This is an optimization exercise on Yosys and OpenROAD, whose aim is a short achievable clock period and few clock cycles per item, not a production implementation. The RTL was checked by simulation tests, not by an equivalence proof against the original design. No activity file was given, so power comes from the tool's default toggle rates.

$ cat design/flow/config.mk
export PLATFORM = sky130hd
export DESIGN_NAME = pscc_coder
export DESIGN_NICKNAME = pscc_coder
export VERILOG_FILES = /design/flow/design.v
export SDC_FILE = /design/flow/constraint.sdc
export NUM_CORES = 8
export LEC_CHECK = 0
export ABC_CLOCK_PERIOD_IN_PS = 7000
export CAP_MARGIN = 20
export CORE_MARGIN = 2
export CORE_UTILIZATION = 30
export SETUP_SLACK_MARGIN = 5
export SLEW_MARGIN = 20
export SYNTH_MEMORY_MAX_BITS = 8192
$ cat design/flow/run.sh
#!/bin/bash
# synth_recipe.tcl (not shown) runs the flow's synth.tcl, then flattens the netlist and writes it again
# the make line also repeats each setting of config.mk as NAME=value (left out here)
make -C /OpenROAD-flow-scripts/flow DESIGN_CONFIG=/design/flow/config.mk WORK_HOME=/design/flow/orfs CLKGATE_MAP_FILE= SYNTH_SCRIPT=/design/flow/synth_recipe.tcl finish
$ cat design/flow/constraint.sdc
create_clock -name core_clock -period 15.0 [get_ports {clk}]
set_input_delay 3.0000 -clock core_clock [delete_from_list [all_inputs] [get_ports {clk}]]
set_output_delay 3.0000 -clock core_clock [all_outputs]
set_load 0.01 [all_outputs]
$ cat design/flow/design.v
module pscc_enc8b10b (
    input  wire       rd,
    input  wire [7:0] data,
    output wire [9:0] sym,
    output wire       rd_next
);
  localparam [31:0] S6_0 = 32'h8117977f;
  localparam [31:0] S6_1 = 32'hffff8001;
  localparam [31:0] S6_2 = 32'h7e00fe17;
  localparam [31:0] S6_3 = 32'hf0f171e6;
  localparam [31:0] S6_4 = 32'h4dcdcdda;
  localparam [31:0] S6_5 = 32'habaa2bbd;
  localparam [31:0] F6   = 32'he9818197;
  localparam [31:0] U6   = 32'he9818117;
  localparam [31:0] ALTM = 32'h160000;
  localparam [31:0] ALTP = 32'h6800;
  localparam [15:0] S4_0 = 16'h8115;
  localparam [15:0] S4_1 = 16'hd401;
  localparam [15:0] S4_2 = 16'hd150;
  localparam [15:0] S4_3 = 16'h4545;
  localparam [15:0] F4   = 16'hc141;
  localparam [15:0] U4   = 16'hebab;
  wire [4:0] x  = data[4:0];
  wire [2:0] y  = data[7:5];
  wire [5:0] m6 = {S6_5[x], S6_4[x], S6_3[x], S6_2[x], S6_1[x], S6_0[x]};
  wire [5:0] c6 = m6 ^ {6{rd & F6[x]}};
  wire       r6 = rd ^ U6[x];
  wire       al = (y == 3'd7) & (r6 ? ALTP[x] : ALTM[x]);
  wire [3:0] k  = {y, al};
  wire [3:0] m4 = {S4_3[k], S4_2[k], S4_1[k], S4_0[k]};
  wire [3:0] c4 = m4 ^ {4{r6 & F4[k]}};
  assign sym     = {c6, c4};
  assign rd_next = r6 ^ U4[k];
endmodule
module pscc_rs_update (
    input  wire [255:0] a,
    input  wire [7:0]   c,
    output wire [255:0] y
);
  localparam [263:0] GEN = {
    8'h01, 8'h5B, 8'h7F, 8'h56, 8'h10, 8'h1E, 8'h0D, 8'hEB, 8'h61, 8'hA5, 8'h08,
    8'h2A, 8'h36, 8'h56, 8'hAB, 8'h20, 8'h71, 8'h20, 8'hAB, 8'h56, 8'h36, 8'h2A,
    8'h08, 8'hA5, 8'h61, 8'hEB, 8'h0D, 8'h1E, 8'h10, 8'h56, 8'h7F, 8'h5B, 8'h01
  };   
  function [7:0] gen_coef(input integer k);   
    gen_coef = GEN[8*(32-k) +: 8];
  endfunction
  function [7:0] gf_mul(input [7:0] x, input [7:0] m);
    reg [7:0] p, s;
    integer i;
    begin
      p = 8'h00;
      s = x;
      for (i = 0; i < 8; i = i + 1) begin
        if (m[i]) p = p ^ s;
        s = {s[6:0], 1'b0} ^ (s[7] ? 8'h87 : 8'h00);
      end
      gf_mul = p;
    end
  endfunction
  wire [7:0] fb = c ^ a[7:0];
  genvar j;
  generate
    for (j = 0; j < 31; j = j + 1) begin : g_byte
      assign y[8*j +: 8] = a[8*(j+1) +: 8] ^ gf_mul(fb, gen_coef(31 - j));
    end
  endgenerate
  assign y[255:248] = gf_mul(fb, gen_coef(0));
endmodule
module pscc_crc8 (
    input  wire [31:0] c,
    input  wire [7:0]  b,
    output reg  [31:0] y
);
  integer i;
  always @(*) begin
    y = c ^ {24'h0, b};
    for (i = 0; i < 8; i = i + 1)
      y = y[0] ? ((y >> 1) ^ 32'hEDB88320) : (y >> 1);
  end
endmodule
module pscc_coder (
    input  wire        clk,
    input  wire        rst,
    input  wire        cmd_valid,
    input  wire [31:0] cmd,
    output wire        cmd_ready,
    output reg         rsp_valid,
    output reg  [31:0] rsp,
    output wire        flt,
    input  wire        xrd_b,
    input  wire [14:0] xrd_w,
    output wire [31:0] xrd_data
);
  localparam integer BUF_WORDS = 48;
  localparam integer NSYM      = 3 * BUF_WORDS;
  localparam integer NT        = 101;           
  localparam integer NV        = 35;            
  localparam [2:0] CAUSE_ILLEGAL = 3'd1, CAUSE_SEQ = 3'd2, CAUSE_CAP = 3'd3;
  reg [255:0] P [0:2];
  reg         RD;
  reg [31:0]  CRC;
  reg [7:0]   BIDX;        
  reg [7:0]   SIDX;        
  reg         PHASE;
  reg         CURBUF;
  reg         FAULT;
  reg [2:0]   CAUSE;
  reg [31:0]  FCMD;
  reg [2:0]   lane_oh;     
  reg [47:0]  sq_oh;       
  reg [2:0]   sr_oh;       
  reg [29:0]  mem0 [0:BUF_WORDS-1];
  reg [29:0]  mem1 [0:BUF_WORDS-1];
  localparam integer FM = 12;
  reg  [4:0] fcnt;
  wire fe1 = v_q & op_q[10] & (fcnt != FM - 1);    
  assign cmd_ready = !fe1;
  assign flt       = FAULT | err;
  function is_illegal(input [31:0] c);
    case (c[31:28])
      4'h1: is_illegal = c != 32'h10000000;
      4'h2: is_illegal = ((c & 32'hFFFFFC00) != 32'h20000000) || (c[9:8] == 2'd3);
      4'h3: is_illegal = ((c & 32'hFFFFFCE0) != 32'h30000000) || (c[9:8] == 2'd3);
      4'h4: is_illegal = (c & 32'hFFFFFF00) != 32'h40000000;
      4'h5: is_illegal = c != 32'h50000000;
      4'h6: is_illegal = (c & 32'hF4000000) != 32'h60000000;
      4'h7: is_illegal = (c & 32'hF40003FF) != 32'h70000000;
      4'h8: is_illegal = (c & 32'hF3FFFFFF) != 32'h80000000;
      4'h9: is_illegal = (c & 32'hFFFFFF00) != 32'h90000000;
      4'hA: is_illegal = (c & 32'hFBFFFFFF) != 32'hA0000000;
      4'hB: is_illegal = (c & 32'hFFFFFFFC) != 32'hB0000000;
      default: is_illegal = 1'b1;
    endcase
  endfunction
  reg         v_q;
  reg [31:0]  cmd_q;
  reg         ill_q;
  reg [15:0]  op_q;        
  reg         big_q;       
  reg [47:0]  gw_q;        
  reg [5:0]   gwi_q;       
  reg [2:0]   gs_q;        
  reg [95:0]  rsel_q;      
  integer i;
  always @(posedge clk) begin
    if (rst) v_q <= 1'b0;
    else if (cmd_ready) v_q <= cmd_valid;
    fcnt <= (fe1 & !rst) ? fcnt + 5'd1 : 5'd0;
  end
  always @(posedge clk) if (cmd_ready) begin
    cmd_q    <= cmd;
    ill_q    <= is_illegal(cmd);
    op_q     <= 16'd1 << cmd[31:28];
    big_q    <= cmd[25:10] >= NSYM;
    for (i = 0; i < BUF_WORDS; i = i + 1)
      gw_q[i] <= (cmd[17:10] >= 3*i) && (cmd[17:10] < 3*i + 3);
    gwi_q    <= cmd[17:10] / 3;
    gs_q     <= 3'b001 << (cmd[17:10] % 3);
    for (i = 0; i < 96; i = i + 1) rsel_q[i] <= (cmd[9:8] == i / 32) && (cmd[4:0] == i % 32);
  end
  wire f_b  = cmd_q[27];
  wire f_fl = cmd_q[26];
  wire [7:0] f_data = cmd_q[7:0];
  wire [1:0] f_lane = cmd_q[9:8];
  wire [4:0] f_pos  = cmd_q[4:0];
  wire [1:0] f_sel  = cmd_q[1:0];
  wire o_clr = op_q[1], o_upd = op_q[2], o_rd = op_q[3], o_enc = op_q[4], o_sync = op_q[5];
  wire o_put = op_q[6], o_get = op_q[7], o_fb = op_q[8], o_fd = op_q[9], o_fe = op_q[10];
  wire o_st  = op_q[11];
  wire seq_err = PHASE ? (o_clr | o_upd | o_enc | o_sync | o_put | o_fb) : (o_fd | o_fe);
  wire cap_err = ((o_put | o_get) & big_q) |
                 (o_fd & (SIDX >= NSYM)) |
                 (o_fe & (f_fl ? (SIDX >= 8'd44) : (SIDX >= 8'd45)));
  wire ex  = v_q & !fe1;
  wire err = ex & !FAULT & (ill_q | seq_err | cap_err);
  wire ok  = ex & !FAULT & !ill_q & !seq_err & !cap_err;
  wire [31:0] status_word = {FAULT, CAUSE, PHASE, RD, CURBUF, 9'd0, 8'd0, SIDX};
  reg  [31:0] status_sel;
  always @(*) begin
    case (f_sel)
      2'd0: status_sel = status_word;
      2'd1: status_sel = CRC;
      2'd2: status_sel = {24'd0, BIDX};
      default: status_sel = FCMD;
    endcase
  end
  wire [9:0] enc_sym;
  wire       enc_rd;
  pscc_enc8b10b u_enc (.rd(RD), .data(f_data), .sym(enc_sym), .rd_next(enc_rd));
  wire [9:0] sync_sym = RD ? 10'h305 : 10'h0FA;
  wire [31:0] crc_next;
  pscc_crc8 u_crc (.c(CRC), .b(f_data), .y(crc_next));
  genvar l;
  wire [2:0] lane_upd;
  assign lane_upd[0] = o_upd ? (f_lane == 2'd0) : lane_oh[0];
  assign lane_upd[1] = o_upd ? (f_lane == 2'd1) : lane_oh[1];
  assign lane_upd[2] = o_upd ? (f_lane == 2'd2) : lane_oh[2];
  wire [255:0] upd_in = ({256{lane_upd[0]}} & P[0]) | ({256{lane_upd[1]}} & P[1]) |
                        ({256{lane_upd[2]}} & P[2]);
  wire [255:0] upd_out;
  pscc_rs_update u_rs (.a(upd_in), .c(f_data), .y(upd_out));
  localparam [263:0] GEN = {
    8'h01, 8'h5B, 8'h7F, 8'h56, 8'h10, 8'h1E, 8'h0D, 8'hEB, 8'h61, 8'hA5, 8'h08,
    8'h2A, 8'h36, 8'h56, 8'hAB, 8'h20, 8'h71, 8'h20, 8'hAB, 8'h56, 8'h36, 8'h2A,
    8'h08, 8'hA5, 8'h61, 8'hEB, 8'h0D, 8'h1E, 8'h10, 8'h56, 8'h7F, 8'h5B, 8'h01
  };   
  function [7:0] gen_coef(input integer k);   
    gen_coef = GEN[8*(32-k) +: 8];
  endfunction
  function [7:0] gf_mul(input [7:0] x, input [7:0] m);
    reg [7:0] p, t;
    integer n;
    begin
      p = 8'h00;
      t = x;
      for (n = 0; n < 8; n = n + 1) begin
        if (m[n]) p = p ^ t;
        t = {t[6:0], 1'b0} ^ (t[7] ? 8'h87 : 8'h00);
      end
      gf_mul = p;
    end
  endfunction
  reg [7:0] fbA [0:2];    
  reg [7:0] fbB [0:2];    
  wire [31:0] crc_out = ~CRC;
  wire [7:0] c0 = crc_out[31:24], c1 = crc_out[23:16], c2 = crc_out[15:8], c3 = crc_out[7:0];
  wire [31:0] crc_out_n = ~crc_next;
  wire [2:0]  lane_n = {lane_oh[1:0], lane_oh[2]};
  wire [7:0]  fbA_n [0:2];
  wire [7:0]  fbB_n [0:2];
  generate
    for (l = 0; l < 3; l = l + 1) begin : g_fbn
      wire [15:0] p01 = lane_upd[l] ? upd_out[15:0] : P[l][15:0];
      wire r0 = lane_n[l];
      wire r1 = lane_n[(l + 2) % 3];
      wire [7:0] x = r0 ? crc_out_n[31:24] : (r1 ? crc_out_n[23:16] : crc_out_n[15:8]);
      assign fbA_n[l] = x ^ p01[7:0];
      assign fbB_n[l] = crc_out_n[7:0] ^ p01[15:8] ^ gf_mul(fbA_n[l], gen_coef(31));
    end
  endgenerate
  localparam integer NH  = 9;               
  localparam integer NVH = NH / 3 + 1;       
  genvar k;
  wire [7:0] hb [0:NH-1];                    
  wire [NH-1:0] hv;                          
  wire [NH-1:0] hc;                          
  wire [FM-1:0] fc_oh;
  genvar c;
  generate
    for (c = 0; c < FM; c = c + 1) begin : g_fc
      assign fc_oh[c] = (fcnt == c);
    end
    for (k = 0; k < NH; k = k + 1) begin : g_slot
      localparam integer LL = (k + 2) % 3;
      wire [7:0] pk1 [0:FM];
      wire [7:0] pk2 [0:FM];
      wire [7:0] ca  [0:FM];
      wire [7:0] cb1 [0:FM];
      wire [FM:0] vv, cc;
      assign pk1[0] = 8'd0;
      assign pk2[0] = 8'd0;
      assign ca[0]  = 8'd0;
      assign cb1[0] = 8'd0;
      assign vv[0]  = 1'b0;
      assign cc[0]  = 1'b0;
      for (c = 0; c < FM; c = c + 1) begin : g_c
        localparam integer T  = c * NH + k;
        localparam integer KK = (T >= 4 && T < 100) ? (T - 4) / 3 : 0;
        localparam integer PAR = (T >= 4 && T < 100) ? 1 : 0;
        wire [7:0] p1 = (PAR && KK < 31) ? P[LL][8*(KK+1) +: 8] : 8'd0;
        wire [7:0] p2 = (PAR && KK < 30) ? P[LL][8*(KK+2) +: 8] : 8'd0;
        wire [7:0] g1 = PAR ? gen_coef(31 - KK) : 8'd0;
        wire [7:0] g2 = (PAR && KK < 31) ? gen_coef(30 - KK) : 8'd0;
        assign pk1[c+1] = pk1[c] | ({8{fc_oh[c]}} & p1);
        assign pk2[c+1] = pk2[c] | ({8{fc_oh[c]}} & p2);
        assign ca[c+1]  = ca[c]  | ({8{fc_oh[c]}} & g1);
        assign cb1[c+1] = cb1[c] | ({8{fc_oh[c]}} & g2);
        assign vv[c+1]  = vv[c] | (fc_oh[c] & ((T < 100) ? 1'b1 : (T == 100) ? f_fl : 1'b0));
        assign cc[c+1]  = cc[c] | (fc_oh[c] & (T == 100));
      end
      wire [7:0] one = pk1[FM] ^ gf_mul(fbA[LL], ca[FM]);
      wire [7:0] two = pk2[FM] ^ gf_mul(fbA[LL], cb1[FM]) ^ gf_mul(fbB[LL], ca[FM]);
      wire [7:0] pf  = lane_oh[LL] ? two : one;
      if (k < 4) begin : g_crc
        assign hb[k] = fc_oh[0] ? crc_out[8*(3-k) +: 8] : pf;
      end else begin : g_par
        assign hb[k] = pf;
      end
      assign hv[k] = vv[FM];
      assign hc[k] = cc[FM];
    end
  endgenerate
  wire [NH-1:0] hu;
  wire [9:0] he0 [0:NH-1];
  wire [9:0] he1 [0:NH-1];
  generate
    for (k = 0; k < NH; k = k + 1) begin : g_he
      wire u1;
      pscc_enc8b10b u_e0 (.rd(1'b0), .data(hb[k]), .sym(he0[k]), .rd_next(hu[k]));
      pscc_enc8b10b u_e1 (.rd(1'b1), .data(hb[k]), .sym(he1[k]), .rd_next(u1));
    end
  endgenerate
  reg rdc_q;
  wire rd0 = (fcnt == 0) ? RD : rdc_q;
  wire [NH:0] hrd;                           
  assign hrd[0] = rd0;
  generate
    for (k = 1; k <= NH; k = k + 1) begin : g_hrd
      assign hrd[k] = rd0 ^ (^(hu[k-1:0] & ~hc[k-1:0]));
    end
  endgenerate
  always @(posedge clk) rdc_q <= hrd[NH];
  localparam integer ICOMMA = 100 % NH;
  wire fe_rd = hrd[ICOMMA] ^ f_fl;            
  wire        single = o_put | o_fb | o_fd;
  wire [9:0]  sw_sym = o_put ? cmd_q[9:0] : (o_fb ? sync_sym : enc_sym);
  wire [10:0] ts [0:NH-1];
  generate
    for (k = 0; k < NH; k = k + 1) begin : g_ts
      wire [9:0] e;
      assign e = hc[k] ? (hrd[k] ? 10'h305 : 10'h0FA) : (hrd[k] ? he1[k] : he0[k]);
      if (k == 0) begin : g_first
        assign ts[k] = single ? {1'b1, sw_sym} : {hv[k], e};
      end else begin : g_sym
        assign ts[k] = {hv[k] & !single, e};
      end
    end
  endgenerate
  wire [2:0] rot = o_put ? gs_q : (o_fb ? 3'b001 : sr_oh);
  wire [10:0] tv [0:3*NVH-1];
  generate
    for (k = 0; k < 3*NVH; k = k + 1) begin : g_tv
      wire [10:0] a0 = (k < NH)                ? ts[k]     : 11'd0;
      wire [10:0] a1 = (k >= 1 && k - 1 < NH)  ? ts[k - 1] : 11'd0;
      wire [10:0] a2 = (k >= 2 && k - 2 < NH)  ? ts[k - 2] : 11'd0;
      assign tv[k] = ({11{rot[0]}} & a0) | ({11{rot[1]}} & a1) | ({11{rot[2]}} & a2);
    end
  endgenerate
  wire [47:0] qfe [0:FM];
  assign qfe[0] = 48'd0;
  generate
    for (c = 0; c < FM; c = c + 1) begin : g_qfe
      assign qfe[c+1] = qfe[c] | ({48{fc_oh[c]}} & (sq_oh << (c * NH / 3)));
    end
  endgenerate
  wire [47:0] qq_oh = o_put ? gw_q :
                      o_fb  ? 48'd1 :
                      o_fe  ? qfe[FM] : sq_oh;
  wire [32:0] fe_word [0:BUF_WORDS-1];    
  genvar w, q;
  generate
    for (w = 0; w < BUF_WORDS; w = w + 1) begin : g_fw
      wire [32:0] terms [0:NVH];
      assign terms[0] = 33'd0;
      for (q = 0; q < NVH; q = q + 1) begin : g_q
        if (w - q >= 0 && (w - q < 15 + (FM - 1) * NH / 3 || q == 0)) begin : g_t
          assign terms[q + 1] = terms[q] |
              ({33{qq_oh[w - q]}} & {tv[3*q+2], tv[3*q+1], tv[3*q]});
        end else begin : g_n
          assign terms[q + 1] = terms[q];
        end
      end
      assign fe_word[w] = terms[NVH];
    end
  endgenerate
  wire        sw_en  = ok & (o_put | (o_fb & f_fl) | o_fd);
  wire        fe_en  = v_q & o_fe & !FAULT & !ill_q & !seq_err & !cap_err;
  wire        wr_en  = sw_en | fe_en;
  wire        wr_buf = (o_put | o_fb) ? f_b : CURBUF;
  generate
    for (w = 0; w < BUF_WORDS; w = w + 1) begin : g_wr
      wire [2:0] fm = {fe_word[w][32], fe_word[w][21], fe_word[w][10]};
      wire [29:0] d  = {fe_word[w][31:22], fe_word[w][20:11], fe_word[w][9:0]};
      wire [2:0] m0 = {3{wr_en & !wr_buf}} & fm;
      wire [2:0] m1 = {3{wr_en &  wr_buf}} & fm;
      wire [29:0] dm0 = {{10{m0[2]}}, {10{m0[1]}}, {10{m0[0]}}} & d;
      wire [29:0] dm1 = {{10{m1[2]}}, {10{m1[1]}}, {10{m1[0]}}} & d;
      always @(posedge clk) begin
        mem0[w] <= (m0[0] ? 30'd0 : mem0[w]) | dm0;
        mem1[w] <= (m1[0] ? 30'd0 : mem1[w]) | dm1;
      end
    end
  endgenerate
  wire [29:0] xw = xrd_b ? mem1[xrd_w[5:0]] : mem0[xrd_w[5:0]];
  assign xrd_data = {2'b00, xw & {30{xrd_w < BUF_WORDS}}};
  wire [29:0] gw = f_b ? mem1[gwi_q] : mem0[gwi_q];
  wire [9:0] get_sym = ({10{gs_q[0]}} & gw[9:0]) | ({10{gs_q[1]}} & gw[19:10]) |
                       ({10{gs_q[2]}} & gw[29:20]);
  reg [7:0] rd_byte;
  always @(*) begin
    rd_byte = 8'd0;
    for (i = 0; i < 96; i = i + 1) rd_byte = rd_byte | ({8{rsel_q[i]}} & P[i / 32][8*(i % 32) +: 8]);
  end
  always @(*) begin
    rsp = 32'd0;
    if (ok) begin
      if (o_rd)   rsp = {24'd0, rd_byte};
      if (o_enc | o_fd) rsp = {22'd0, enc_sym};
      if (o_sync) rsp = {22'd0, sync_sym};
      if (o_get)  rsp = {22'd0, get_sym};
      if (o_fe)   rsp = {24'd0, SIDX + 8'd100 + {7'd0, f_fl}};
      if (o_st)   rsp = status_sel;
    end else if (ex & FAULT & o_st & !ill_q) begin
      rsp = status_sel;
    end
  end
  wire [7:0] sidx_next = o_fb ? {7'd0, f_fl} :
                         o_fd ? SIDX + 8'd1 : SIDX + 8'd100 + {7'd0, f_fl};
  always @(posedge clk) begin
    rsp_valid <= !rst & ((fe1 & (fcnt == FM - 2)) | (cmd_ready & cmd_valid & (cmd[31:28] != 4'hA)));
    if (rst) begin
      for (i = 0; i < 3; i = i + 1) P[i] <= 256'd0;
      RD      <= 1'b0;
      CRC     <= 32'hFFFFFFFF;
      BIDX    <= 8'd0;
      SIDX    <= 8'd0;
      PHASE   <= 1'b0;
      CURBUF  <= 1'b0;
      FAULT   <= 1'b0;
      CAUSE   <= 3'd0;
      FCMD    <= 32'd0;
      lane_oh <= 3'b001;
      sq_oh   <= 48'd1;
      sr_oh   <= 3'b001;
    end else begin
      if (err) begin
        FAULT <= 1'b1;
        CAUSE <= ill_q ? CAUSE_ILLEGAL : (seq_err ? CAUSE_SEQ : CAUSE_CAP);
        FCMD  <= cmd_q;
      end
      if (fe_en)
        for (i = 0; i < 96; i = i + 1)
          if (fcnt == (4 + i) / NH) P[i % 3][8*(i / 3) +: 8] <= hb[(4 + i) % NH];
      if (ok) begin
        if (o_clr | o_fb)
          for (i = 0; i < 3; i = i + 1) P[i] <= 256'd0;
        if (o_upd | o_fd)
          for (i = 0; i < 3; i = i + 1) if (lane_upd[i]) P[i] <= upd_out;
        if (o_enc | o_fd) RD <= enc_rd;
        if (o_sync | (o_fb & f_fl)) RD <= ~RD;
        if (o_fe) RD <= fe_rd;
        if (o_fb) begin
          for (i = 0; i < 3; i = i + 1) begin
            fbA[i] <= 8'd0;
            fbB[i] <= 8'd0;
          end
          CRC     <= 32'hFFFFFFFF;
          BIDX    <= 8'd0;
          lane_oh <= 3'b001;
          CURBUF  <= f_b;
          PHASE   <= 1'b1;
        end
        if (o_fd) begin
          for (i = 0; i < 3; i = i + 1) begin
            fbA[i] <= fbA_n[i];
            fbB[i] <= fbB_n[i];
          end
          CRC     <= crc_next;
          BIDX    <= BIDX + 8'd1;
          lane_oh <= {lane_oh[1:0], lane_oh[2]};
        end
        if (o_fe) begin
          BIDX    <= BIDX + 8'd4;
          lane_oh <= {lane_oh[1:0], lane_oh[2]};
          PHASE   <= 1'b0;
        end
        if (o_fb | o_fd | o_fe) begin
          SIDX   <= sidx_next;
          for (i = 0; i < BUF_WORDS; i = i + 1)
            sq_oh[i] <= (sidx_next >= 3*i) && (sidx_next < 3*i + 3);
          sr_oh  <= 3'b001 << (sidx_next % 3);
        end
      end
    end
  end
endmodule
==> summary.txt <==
status=aborted with a tool error; Distinct cells, synth=approximately 120; Halt Reason=[ERROR GRT-0229] Vertical edge usage exceeds the maximum allowed. (99, 51) usage=65535 limit=2200; GPL Wtd Cong=around 1.2; Clock Path Buffers=4; placed instance count=40998; Detailed Place HPWL=about 2000000 um; Post-Synthesis Cells=a little over 30000; CTS sink cnt=between 4000 and 5000; IO Port Bufs=~120; H-tree depth=6; register bit count reported by yosys=4042; asr flop ratio synth=0; CTS root buf=clkbuf_16; Top FF cell, synth=dfxtp_1; CTS buffer count=~520; # hold bufs at CTS=0; Ys Warns=13; die width=930 um; sequential area share after synthesis=0.361; Die Y=930 um; syn avg cell area=about 8.3 sq um; row count=340; # IOs=around 120; initial core utilization=0.301; largest net degree at the start of global routing=roughly 200; EDFF count, synth=between 1000 and 1500; Halt Stage=global routing; mapped cell area=around 0.26 sq mm; worst slack, placed=2.66 ns
-- cell families after synthesis --
logic type	share of synthesized area
AO/OA/AOI/OAI	0.341
XOR/XNOR	0.0763
adder cells (fa/ha/maj)	0.00582
buffers and inverters	0.0596
flip-flops	0.361
multiplexers	0.0143
other	0.0000146
AND/OR/NAND/NOR	0.142
-- metrics by stage --
step | hold WS, ns | instance area, sq um
floorplan | 0.433 | 257000
global placement | 0.439 | 280000
detailed placement | 0.445 | 280000
CTS | 0.453 | 302000
-- worst max path at each step --
stage,from,endpoint,slack [ns],depth (start not counted)
CTS,xrd_w[1],xrd_data[7],4.84,13
global placement,fcnt[0]$_SDFF_PN0_,mem1[9][27]$_DFF_P_,2.56,33
detailed placement,fcnt[0]$_SDFF_PN0_,register,2.66,31
floorplan,fcnt[2]$_SDFF_PN0_,register,5.50,40
-- Yosys cell counts (146+ instances only) --
| master | instances | share of area |
|---|---|---|
| nand2_1 | 3894 | 0.057 |
| nor2_1 | 2876 | 0.042 |
| clkbuf_1 | 2873 | 0.042 |
| dfxtp_1 | 2836 | 0.22 |
| o21ai_0 | 2282 | 0.044 |
| a221oi_1 | 1729 | 0.059 |
| a22o_1 | 1712 | 0.058 |
| a21oi_1 | 1481 | 0.029 |
| xnor2_1 | 1409 | 0.048 |
| a22oi_1 | 1399 | 0.041 |
| edfxtp_1 | 1206 | 0.14 |
| a222oi_1 | 918 | 0.036 |
| o22ai_1 | 794 | 0.019 |
| nand4_1 | 510 | 0.012 |
| buf_1 | 498 | 0.0073 |
| xor2_1 | 438 | 0.015 |
| inv_1 | 311 | 0.0045 |
| mux2i_1 | 300 | 0.012 |
| nand3_1 | 281 | 0.0055 |
| a221o_1 | 279 | 0.011 |
| o21ai_1 | 227 | 0.0044 |
| a211oi_1 | 206 | 0.0060 |
| buf_2 | 204 | 0.0040 |
| nor3_1 | 202 | 0.0039 |
| nand2b_1 | 183 | 0.0044 |
| o221ai_1 | 178 | 0.0061 |
| nor4_1 | 146 | 0.0035 |
-- repair_timing --
item | CTS
endpoints found under the setup margin | 2859
buffers inserted | 190
gates resized for setup | 345
cloned | 20
pin swaps | 94
-- power groups by stage --
stage               combinational [mW]  clock [mW]  sequential [mW]
floorplan                         3.50           0             11.7
global placement                  7.10           0             11.9
detailed placement                7.13           0             11.9
CTS                               7.40        13.5             11.6
Testbench counts, summed over its fixed seeds: cycles 10,576, bytes 6,416.
